This is an optimization exercise on Yosys and OpenROAD, whose aim is small area, a short achievable clock period and few clock cycles per item, not a production implementation.
Function was checked by simulation only, so behaviour that the tests miss may differ from the original.
No activity file was given, so power comes from the tool's default toggle rates.

`flow/config.mk`:
```
export PLATFORM = sky130hd
export DESIGN_NAME = pdc_muldiv
export DESIGN_NICKNAME = pdc_muldiv
export VERILOG_FILES = /design/flow/design.v
export SDC_FILE = /design/flow/constraint.sdc
export NUM_CORES = 4
export LEC_CHECK = 0
export CAP_MARGIN = 20
export CORE_MARGIN = 2
export CORE_UTILIZATION = 40
export SLEW_MARGIN = 20
```
`flow/constraint.sdc`:
```
create_clock -name core_clock -period 10.0 [get_ports {clk}]
set_input_delay 2.0000 -clock core_clock [delete_from_list [all_inputs] [get_ports {clk}]]
set_output_delay 2.0000 -clock core_clock [all_outputs]
set_load 0.01 [all_outputs]
```
`flow/design.v`:
```
module pdc_muldiv (
    input  wire         clk,
    input  wire         rst,        
    input  wire         in_valid,
    output wire         in_ready,
    input  wire [255:0] tgt,
    input  wire [63:0]  ma,
    input  wire [63:0]  mb,
    output reg          done,
    output reg          err,
    output wire [319:0] q
);
    localparam [1:0] S_IDLE = 2'd0,
                     S_MUL  = 2'd1,
                     S_DIV  = 2'd2;
    reg [1:0]   state;
    reg [8:0]   count;
    reg [255:0] mcand;     
    reg [63:0]  divisor;
    reg [319:0] work;      
    reg [63:0]  rem;
    assign in_ready = (state == S_IDLE);
    assign q        = work;
    wire [256:0] mul_sum = {1'b0, work[319:64]} + (work[0] ? {1'b0, mcand} : 257'd0);
    wire [64:0]  rem_sh  = {rem, work[319]};
    wire [64:0]  rem_sub = rem_sh - {1'b0, divisor};
    wire         q_bit   = ~rem_sub[64];
    always @(posedge clk) begin
        if (rst) begin
            state <= S_IDLE;
            done  <= 1'b0;
            err   <= 1'b0;
            count <= 9'd0;
        end else begin
            done <= 1'b0;
            case (state)
                S_IDLE: begin
                    if (in_valid) begin
                        if (mb == 64'd0) begin
                            work  <= 320'd0;
                            err   <= 1'b1;
                            done  <= 1'b1;
                        end else begin
                            mcand   <= tgt;
                            divisor <= mb;
                            work    <= {256'd0, ma};
                            err     <= 1'b0;
                            count   <= 9'd0;
                            state   <= S_MUL;
                        end
                    end
                end
                S_MUL: begin
                    work  <= {mul_sum, work[63:1]};
                    count <= count + 9'd1;
                    if (count == 9'd63) begin
                        count <= 9'd0;
                        rem   <= 64'd0;
                        state <= S_DIV;
                    end
                end
                S_DIV: begin
                    rem   <= q_bit ? rem_sub[63:0] : rem_sh[63:0];
                    work  <= {work[318:0], q_bit};
                    count <= count + 9'd1;
                    if (count == 9'd319) begin
                        done  <= 1'b1;
                        state <= S_IDLE;
                    end
                end
                default: state <= S_IDLE;
            endcase
        end
    end
endmodule
```
`flow/run.sh`:
```
#!/bin/bash
# synth_recipe.tcl (not shown) runs the flow's synth.tcl, then flattens the netlist and writes it again
# the make line also repeats each setting of config.mk as NAME=value (left out here)
make -C /OpenROAD-flow-scripts/flow DESIGN_CONFIG=/design/flow/config.mk WORK_HOME=/design/flow/orfs CLKGATE_MAP_FILE= SYNTH_SCRIPT=/design/flow/synth_recipe.tcl finish
```
==> metrics.cfg, run 1 <==
[worst_setup_path]
cpMaxStageDelayCell = edfxtp_1
reg2reg_depth = 20
path_cells = buf_4 -> and2_1 -> ha_1 -> inv_1 -> fa_1 -> nand2b_1 -> a21oi_1 -> o21ai_0 -> a21oi_1 -> nor2_1 -> nor2_1 -> o2111ai_1 -> and2_1 -> o21a_1 -> o21ai_1 -> a31o_2 -> a21oi_1 -> o21ai_0 -> xnor2_1 -> o21ai_0
worstSetupPathType = reg2reg
r2r-start = work[0]
cp-start-kind = flip-flop
arrival_ns = 7.27
worstPathMaxFanout = 45
slowest_delay_ns = 0.87
endpoint_kind = flip-flop
reg2reg_slack_ns = 3.14
path_buf_inv = 2
cp_top_family = compound AO/OA/AOI/OAI gates
reg2reg_to = work[271]
cp_data_required_time_ns = 10.42

[worst_hold_path]
hold_depth = 2
min_path_type = reg2reg
min_to = err
min_from = err

[clock_network]
cts-root-buf = clkbuf_16
ctsHoldBuffers = 0
cts_tree = yes
htree_levels = 3
clk_pin_slew_worst_paths_ns = 0.07
cts_buffers = 88
clkLatencyLatePin_ns = 0.71
clock_path_buffers = 3
cts_num_sinks = 717
cts_resized = 0
post_cts_buffers = 0

[placed_design]
port_buffers = 709
gp_congestion = 1.02
placed_area_um2 = 59800
dpl.hpwl_mm = 163
dp_slack_ns = 3.22

[pwr]
p_per_area_nw_per_um2 = 272
p_leak_nw = 23.3
clkPwrFrac = 0.187
p_int_mw = 9.33
ir_drop_mv = 0.155
switching_share = 0.453
p_comb_frac = 0.533
seqPwrFrac = 0.279
switchingPower_mw = 7.71
p_total_mw = 17.0

[detailed_routing]
vias = 46988
antenna_left = 0
drt-pass1-iter-count = 6
wl_per_cell_um = 26.1
drtIter0Drc = 4211
drc = 0
routed_wl_mm = 208
viasPerCell = 5.90

[global_route]
grt_usage = 0.305
grt_overflow = 0
grt_max_degree = 150
grt_pass1_wl_mm = 301
grt_pass1_vias = 45511
antenna_found_initial = 15

[synthesis]
ys.flop_type = edfxtp_1
syn-num-nets = 6403
ys_seq_area_frac = 0.417
synthArstFlopShare = 0
syn_area_um2 = 51300
yosys.area.top_type = edfxtp_1
yosys-top-cells-area = edfxtp_1 41%, ha_1 7.9%, nand2_1 5.9%
synth_edf_count = 704
netlist.area_leader.share = 0.412
synth-seq-cells = 717
yosys_warnings = 1
synth_cell_types = 94
avgSynthCellArea_um2 = 9.02
synthCells = 5689

[layout]
finish.utilization = 0.492
area_growth_pct = 22.0
fin_nets = 6936
fin_area_um2 = 62600
layout_common_cells = 809 x nand2_1, 709 x clkdlybuf4s50_1, 704 x edfxtp_1, 538 x a21oi_1, 508 x o21ai_0
mostFrequentLayoutCell = nand2_1
drive_above_1_share = 0.0380

[floorplanning]
num_rows = 131
die_area_um2 = 131000
initial_utilization = 0.403
io_pins = 710
fp.dieH_um = 362
die_x_um = 362
core_um2 = 127000

[flow_run]
drv_cap = 0

[sta]
finalHoldViolations = 0
worstMarginPinSlew_ns = 1.27
rsz0062_at_grt = false
fmax_mhz = 146
finalCriticalPeriod_ns = 6.86
finalSetupTns_ns = 0
finClkSkew_ns = 0.0400
slew_violations = 0
period_share = 0.686
setup_viol = 0
setup_slack_ns = 3.14
slew_headroom = 0.154

[run_status]
status = no timing/DRC/antenna violations

==> registers in the layout (all words and copies together), names as in the netlist <==
name,flops
err,1
done,1
divisor,64
work,320
count,9
state,2
mcand,256
rem,64
==> final cells by class <==
cell class	instances	area, um^2
multi-input cells	4504	28300
flip-flops and latches	717	21400
inverters	171	642
fillers	12193	64800
clock buffers	101	2340
clock inverters	62	490
repair buffers	740	7380
diodes	3	7.51
well taps	1662	2080
==> synth_stat cells, types with 128 or more instances <==
cell and count:
ha_1 325, inv_1 170, a21o_1 159, clkbuf_1 263, edfxtp_1 704, a21oi_1 538, nand2_1 811, nor2_1 343
xnor2_1 190, and2_1 275, o21ai_0 508, nand4_1 162, xor2_1 128
==> how the worst max path moves through the flow <==
stage,startpoint,endpoint,slack [ns],depth (start not counted)
after CTS,work[0],work[271],3.18,20
final,work[0],work[271],3.14,20
after global placement,work[0],work[271],3.41,20
after global routing,work[0],work[295],2.66,21
after floorplan,mb[58],divisor[0],-0.99,4
after detailed placement,work[0],work[271],3.22,20
==> power by group through the flow <==
stage	Combinational, mW	Clock [mW]	Sequential, mW
global route	9.83	3.36	4.81
floorplan	5.67	0	4.79
detailed placement	8.94	0	4.81
CTS	8.99	3.26	4.76
global placement	8.97	0	4.81
finish	9.09	3.19	4.76
==> per-layer routing <==
| layer | wire length [um] | share of wire | global-route usage |
|---|---|---|---|
| met5 | 84 | 0.00040 | 0 |
| met4 | 7950 | 0.038 | 0.104 |
| met3 | 16800 | 0.081 | 0.0683 |
| met2 | 92200 | 0.44 | 0.479 |
| met1 | 90900 | 0.44 | 0.415 |
==> per-stage QoR <==
stage / instances / hold slack (ns)
finish: 7960 / 0.499
global route: 7957 / 0.550
CTS: 7957 / 0.505
detailed placement: 7794 / 0.491
global placement: 7794 / 0.481
floorplan: 5689 / 0.472
==> cell families (layout without fill, tap and decap cells) <==
kind of cell	after synthesis	count (layout)	synth area share
buffers and inverters	468	1074	0.0349
AO/OA/AOI/OAI	1866	1866	0.228
other	0	3	0
XOR/XNOR	318	318	0.0543
AND/OR/NAND/NOR	1990	1990	0.185
multiplexers	3	3	0.000585
adder cells (fa/ha/maj)	327	327	0.0800
flip-flops	717	717	0.417
==> worst min-delay path, delay by kind of cell, from the launching register on <==
kind / cells / cell delay, ns
flip-flops: 1 / 0.32
AO/OA/AOI/OAI: 1 / 0.06
AND/OR/NAND/NOR: 1 / 0.08
Testbench counts, summed over its fixed seeds: cycles 924,008, items 2,400.
==> inputs of run 2 (changes only) <==
==> flow/design.v (replaced) <==
module pdc_muldiv (
    input  wire         clk,
    input  wire         rst,        
    input  wire         in_valid,
    output wire         in_ready,
    input  wire [255:0] tgt,
    input  wire [63:0]  ma,
    input  wire [63:0]  mb,
    output reg          done,
    output reg          err,
    output wire [319:0] q
);
    localparam [2:0] S_IDLE  = 3'd0,
                     S_SETUP = 3'd1,
                     S_MUL   = 3'd2,
                     S_DIV   = 3'd3,
                     S_ERR   = 3'd4;
    reg [2:0]   state;
    reg         rdy;         
    reg         first;       
    reg         chk;         
    reg         fb;          
    reg [8:0]   cnt;
    reg [6:0]   nm;          
    reg [319:0] work;
    reg [63:0]  R;
    reg [63:0]  M1;
    reg [65:0]  M3;
    assign in_ready = rdy;
    assign q        = work;
    wire        setup = (state == S_SETUP);
    wire        isdiv = (state == S_DIV);
    wire [1:0]  d_lo  = setup ? 2'd2 : work[1:0];
    wire [1:0]  d_hi  = setup ? 2'd0 : work[3:2];
    function [65:0] msel(input [1:0] d, input [63:0] m1, input [65:0] m3);
        case (d)
            2'd0: msel = 66'd0;
            2'd1: msel = {2'b0, m1};
            2'd2: msel = {1'b0, m1, 1'b0};
            default: msel = m3;
        endcase
    endfunction
    wire [67:0] pp0 = {2'b0, msel(d_lo, M1, M3)};
    wire [67:0] pp1 = {msel(d_hi, M1, M3), 2'b0};
    wire [67:0] xm  = {4'b0, R};
    wire [67:0] cs_s = xm ^ pp0 ^ pp1;
    wire [67:0] cs_c = {(xm[66:0] & pp0[66:0]) | (xm[66:0] & pp1[66:0]) | (pp0[66:0] & pp1[66:0]), 1'b0};
    wire        xb   = fb ? work[319] : work[255];
    wire [64:0] X    = {R, xb};
    wire [67:0] add_a = isdiv ? {3'b0, X} : cs_s;
    wire [67:0] add_b = isdiv ? {4'hf, ~M1} : cs_c;
    wire [67:0] sum   = add_a + add_b + {67'd0, isdiv};
    wire        qbit  = ~sum[67];             
    wire [63:0] rnew  = qbit ? sum[63:0] : X[63:0];
    wire        ge    = (R >= M1);
    wire        m1one = (M1 == 64'd1);
    wire        tq    = work[319] & m1one;    
    wire        tr    = work[319] & ~m1one;
    reg [6:0] nm_enc;
    integer i;
    always @* begin
        nm_enc = 7'd1;
        for (i = 1; i < 64; i = i + 1)
            if (work[4*i +: 4] != 4'd0) nm_enc = i[6:0] + 7'd1;
    end
    wire mul_last = first ? (nm_enc == 7'd1) : (cnt == 9'd0);
    always @(posedge clk) begin
        work <= 320'd0;
        R    <= 64'd0;
        case (state)
            S_IDLE: begin
                R  <= ma;
                M1 <= ma;
            end
            S_SETUP: begin
                M3           <= sum[65:0];
                work[255:0]  <= tgt;
                R            <= 64'd0;
            end
            S_MUL: begin
                R             <= sum[67:4];
                work[319:256] <= sum[67:4];
                work[255:0]   <= {sum[3:0], work[255:4]};
                if (mul_last) M1 <= mb;
            end
            S_DIV: begin
                if (chk && ge) begin
                    R         <= {63'd0, tr};
                    work      <= {work[318:0], tq};
                end else begin
                    R         <= rnew;
                    if (fb) work <= {work[318:0], qbit};
                    else    work[255:0] <= {work[254:0], qbit};
                end
            end
            default: ;
        endcase
        if (rst) begin
            state <= S_IDLE;
            rdy   <= 1'b0;
            done  <= 1'b0;
            err   <= 1'b0;
            first <= 1'b0;
            chk   <= 1'b0;
            fb    <= 1'b0;
        end else begin
            done  <= 1'b0;
            rdy   <= 1'b0;
            first <= 1'b0;
            chk   <= 1'b0;
            case (state)
                S_IDLE: begin
                    if (in_valid) begin
                        if (mb == 64'd0) begin
                            state <= S_ERR;
                            rdy   <= 1'b1;
                        end else begin
                            state <= S_SETUP;
                        end
                    end
                end
                S_SETUP: begin
                    state <= S_MUL;
                    first <= 1'b1;
                    fb    <= 1'b0;
                end
                S_MUL: begin
                    if (first) begin
                        nm  <= nm_enc;
                        cnt <= {2'b0, nm_enc} - 9'd2;
                    end else begin
                        cnt <= cnt - 9'd1;
                    end
                    if (mul_last) begin
                        state <= S_DIV;
                        chk   <= 1'b1;
                        cnt   <= {(first ? nm_enc : nm), 2'b00} - 9'd1;
                    end
                end
                S_DIV: begin
                    if (chk && ge) begin
                        fb  <= 1'b1;
                        cnt <= cnt + 9'd63;
                    end else begin
                        cnt <= cnt - 9'd1;
                    end
                    if (!chk && cnt == 9'd1) rdy <= 1'b1;
                    if (!chk && cnt == 9'd0) begin
                        state <= S_IDLE;
                        done  <= 1'b1;
                        err   <= 1'b0;
                    end
                end
                S_ERR: begin
                    state <= S_IDLE;
                    done  <= 1'b1;
                    err   <= 1'b1;
                end
                default: state <= S_IDLE;
            endcase
        end
    end
endmodule
==> run 2 against run 1 <==
  * Still clean on timing, DRC and antenna
  * Setup slack worse by 1.3 ns
  * Register-to-register slack worse by 1.3 ns
  * Design area is 28% lower
  * Hold slack worse by 0.048 ns
  * Highest routed layer unchanged
  * Critical path type unchanged
  * Clock power is 18% lower
  * Clock skew is 0.011 ns lower
  * Flip-flop and latch count is 178 lower
  * Clock-buffer cell count is 1 lower
  * First-iteration DRC count is 20% lower
  * Global-route usage is 2.9 points higher
  * Combinational power is about 20% lower
  * Sequential share of layout area is 7.0 points lower
==> metrics.cfg, run 2 <==
[worst_setup_path]
worstPathMaxFanout = 85  ; was 45
cp_data_required_time_ns = 10.46  ; was 10.42 ns
arrival_ns = 8.60  ; was 7.27 ns
endpoint_kind = flip-flop  ; unchanged
cp-start-kind = flip-flop  ; unchanged
worstSetupPathType = reg2reg  ; unchanged
reg2reg_depth = 21  ; was 20

[placed_design]
dp_slack_ns = 2.04  ; was 3.22 ns
dpl.hpwl_mm = 117  ; was 163 mm
port_buffers = 709  ; unchanged
gp_congestion = 0.955  ; was 1.02
post-place-cells = 5664  ; was 7,794
placed_area_um2 = 42700  ; was 59,800 um^2

[run_status]
status = no timing/DRC/antenna violations  ; unchanged

[global_route]
antenna_found_initial = 26  ; was 15
grt_pass1_vias = 33135  ; was 45,511
grt_max_degree = 260  ; was 150
grt_pass1_wl_mm = 226  ; was 301 mm
grt_overflow = 0  ; unchanged
grt_usage = 0.335  ; was 0.305

[pwr]
seqPwrFrac = 0.290  ; was 0.279
p_comb_frac = 0.522  ; was 0.533
p_int_mw = 7.53  ; was 9.33 mW
clkPwrFrac = 0.188  ; was 0.187
switching_share = 0.458  ; was 0.453
switchingPower_mw = 6.37  ; was 7.71 mW
ir_drop_mv = 0.149  ; was 0.155 mV
p_leak_nw = 17.7  ; was 23.3 nW
p_per_area_nw_per_um2 = 308  ; was 272 nW/um^2

[synthesis]
syn_area_um2 = 34800  ; was 51,300 um^2
synth-seq-cells = 539  ; was 717
ys_seq_area_frac = 0.352  ; was 0.417
synth_edf_count = 146  ; was 704
synth_cell_types = 75  ; was 94
ys.flop_type = dfxtp_1  ; was edfxtp_1
yosys.area.top_type = dfxtp_1  ; was edfxtp_1
synthArstFlopShare = 0  ; unchanged
synthCells = 4046  ; was 5,689
yosys-top-cells-area = dfxtp_1 23%, edfxtp_1 13%, mux2i_1 12%  ; was edfxtp_1 41%, ha_1 7.9%, nand2_1 5.9%
yosys_warnings = 1  ; unchanged
netlist.area_leader.share = 0.226  ; was 0.412
syn-num-nets = 4635  ; was 6,403
yosysMostFrequentCell = nand2_1  ; unchanged
avgSynthCellArea_um2 = 8.60  ; was 9.02 um^2
ys_top_cells_by_count = 679 x nand2_1, 420 x mux2i_1, 393 x dfxtp_1, 345 x a21oi_1, 267 x a211oi_1  ; was 811 x nand2_1, 704 x edfxtp_1, 538 x a21oi_1, 508 x o21ai_0, 343 x nor2_1

[layout]
finish.utilization = 0.521  ; was 0.492
layout_common_cells = 709 x clkdlybuf4s50_1, 677 x nand2_1, 420 x mux2i_1, 387 x dfxtp_1, 343 x a21oi_1  ; was 809 x nand2_1, 709 x clkdlybuf4s50_1, 704 x edfxtp_1, 538 x a21oi_1, 508 x o21ai_0
fin_nets = 5168  ; was 6,936
largest_register_ffs = 320  ; unchanged
mostFrequentLayoutCell = clkdlybuf4s50_1  ; was nand2_1
final_cells = 5800  ; was 7,960
area_growth_pct = 29.5  ; was 22.0%
drive_above_1_share = 0.0408  ; was 0.0380
regMostFlops = work  ; unchanged
reg_top3 = work: 320 flops, M3: 66 flops  ; was work: 320 flops, mcand: 256 flops
fin_area_um2 = 45100  ; was 62,600 um^2

[clock_network]
cts_resized = 0  ; unchanged
htree_levels = 3  ; unchanged
clk_pin_slew_worst_paths_ns = 0.06  ; was 0.07 ns
post_cts_buffers = 0  ; unchanged
cts_buffers = 68  ; was 88
clkLatencyLatePin_ns = 0.63  ; was 0.71 ns
cts_tree = yes  ; unchanged
cts-root-buf = clkbuf_16  ; unchanged
ctsHoldBuffers = 0  ; unchanged
cts_num_sinks = 539  ; was 717
clock_path_buffers = 3  ; unchanged

[floorplanning]
core_um2 = 86500  ; was 127,000 um^2
initial_utilization = 0.402  ; was 0.403
die_area_um2 = 89400  ; was 131,000 um^2
fp.dieH_um = 299  ; was 362 um
die_x_um = 299  ; was 362 um
num_rows = 108  ; was 131
io_pins = 710  ; unchanged

[detailed_routing]
viasPerCell = 6.00  ; was 5.90
wl_per_cell_um = 26.8  ; was 26.1 um
antenna_left = 0  ; unchanged
vias = 34794  ; was 46,988
drc = 0  ; unchanged
routed_wl_mm = 155  ; was 208 mm
drt-pass1-iter-count = 6  ; unchanged
drtIter0Drc = 3353  ; was 4,211

[sta]
slew_headroom = 0.134  ; was 0.154
rsz0062_at_grt = false  ; unchanged
period_share = 0.814  ; was 0.686
finalHoldViolations = 0  ; unchanged
slew_violations = 0  ; unchanged
setup_slack_ns = 1.86  ; was 3.14 ns
setup_viol = 0  ; unchanged
finClkSkew_ns = 0.0287  ; was 0.0400 ns
worstMarginPinSlew_ns = 1.29  ; was 1.27 ns
finalCriticalPeriod_ns = 8.14  ; was 6.86 ns
finalSetupTns_ns = 0  ; unchanged
fmax_mhz = 123  ; was 146 MHz

[worst_hold_path]
hold_depth = 2  ; unchanged
min_path_type = reg2reg  ; unchanged

[flow_run]
drv_cap = 0  ; unchanged

## run 2: changes by cell type in the layout (fill, tap and decap cells not counted), sizes merged, moves of 195 or more
cell / previous run / this run
and2: 275 / 14
dfxtp: 13 / 393
o21ai: 552 / 259
mux2i: 3 / 420
a21oi: 540 / 345
edfxtp: 704 / 146
a211oi: 15 / 267
## run 2: worst max-delay path, cell delays in order (launching register included)
cell and delay (ns):
dfxtp_4 0.91, nand2b_1 0.28, nand2b_1 0.44, inv_4 0.79, buf_4 0.79, nor2_1 0.16
fa_1 0.48, nand2_1 0.07, nand2_1 0.07, ha_1 0.35, and2_1 0.21, a21oi_1 0.10
o2111ai_1 0.20, o31ai_1 0.14, a211oi_1 0.39, nand4_1 0.42, a211oi_1 0.49, nor3_4 0.16
xnor2_4 0.64, buf_12 0.36, mux2i_1 0.25, o22ai_1 0.10
## run 2: metrics by stage
step	hold WS (ns)	power [mW]
floorplan	0.467	8.19
global placement	0.449	11.1
detailed placement	0.438	11.1
CTS	0.456	13.8
global route	0.477	14.7
finish	0.451	13.9
## run 2: cell type report
class | instances | area [um^2]
clock buffer | 100 | 2030
antenna | 11 | 27.5
clock inverter | 25 | 307
timing repair buffer | 755 | 7480
fill | 8219 | 41400
inverter | 109 | 417
sequential | 539 | 12300
tap | 1155 | 1450
multi-input combinational | 3106 | 21100
## run 2: worst paths after layout
path                                 from         to  slack (ns)
worst max register to register   state[0]       R[8]        1.86
worst max-delay path             state[0]       R[8]        1.86
worst min-delay path            work[297]  work[298]        0.45
worst min register to register  work[297]  work[298]        0.45
## run 2: logic make-up (layout without fill, tap and decap cells)
kind of cell,after synthesis,after routing,share of synthesized area
adders and majority gates,202,202,0.0864
AOI/OAI and AO/OA,1235,1235,0.225
muxes,432,432,0.125
buffers and inverters,401,989,0.0435
other,0,11,0
and+or+nand+nor,1164,1164,0.150
xor gates and xnor gates,73,73,0.0186
DFF,539,539,0.352
## run 2: power groups by stage
stage                     logic, mW  clock network, mW  registers (mW)
after floorplan                4.42                  0            3.77
after global placement         7.03                  0            4.05
after detailed placement       7.08                  0            4.03
after CTS                      7.12               2.65            4.01
after global routing           7.85               2.73            4.10
final                          7.26               2.61            4.02
## run 2: metal layers
layer,vias up,global-route usage,part of all wire
met3,305,0.0883,0.093
met1,16817,0.431,0.40
met5,-,0,0.0010
met2,1601,0.532,0.45
li1,16047,-,-
met4,24,0.138,0.047
Testbench counts of run 2, summed over its fixed seeds: cycles 589,272, items 2,400.

## port drivers added, routing unchanged
The results above use ideal ports. As a check the final layouts listed here were re-extracted and re-timed, cells and wires unchanged.
Step 1, drivers: a clkbuf_16 drives clk and a buf_2 each remaining input, both assumed.
Step 2 adds t to the input delays and takes it off the output delays; t is the mean of the earliest and latest rising clock arrival at the registers after step 1. Input paths then give back, and output paths get back, about the clock's delay inside the block.
a / b / c = ideal / step 1 / step 2; a / b = the first two.
| run | t, ns | setup slack, ns | slew at the worst register clock pin (ns) | worst data-port slew with drivers (ns) | pins driven straight from the clock port |
|---|---|---|---|---|---|
| run 1 | 0.773 | 3.144 / 3.144 / 3.144 | 0.07 / 0.07 | 0.21 | 1 |
| run 2 | 0.682 | 1.857 / 1.857 / 1.857 | 0.07 / 0.07 | 0.24 | 1 |
After both steps setup and hold are still met in every run listed.
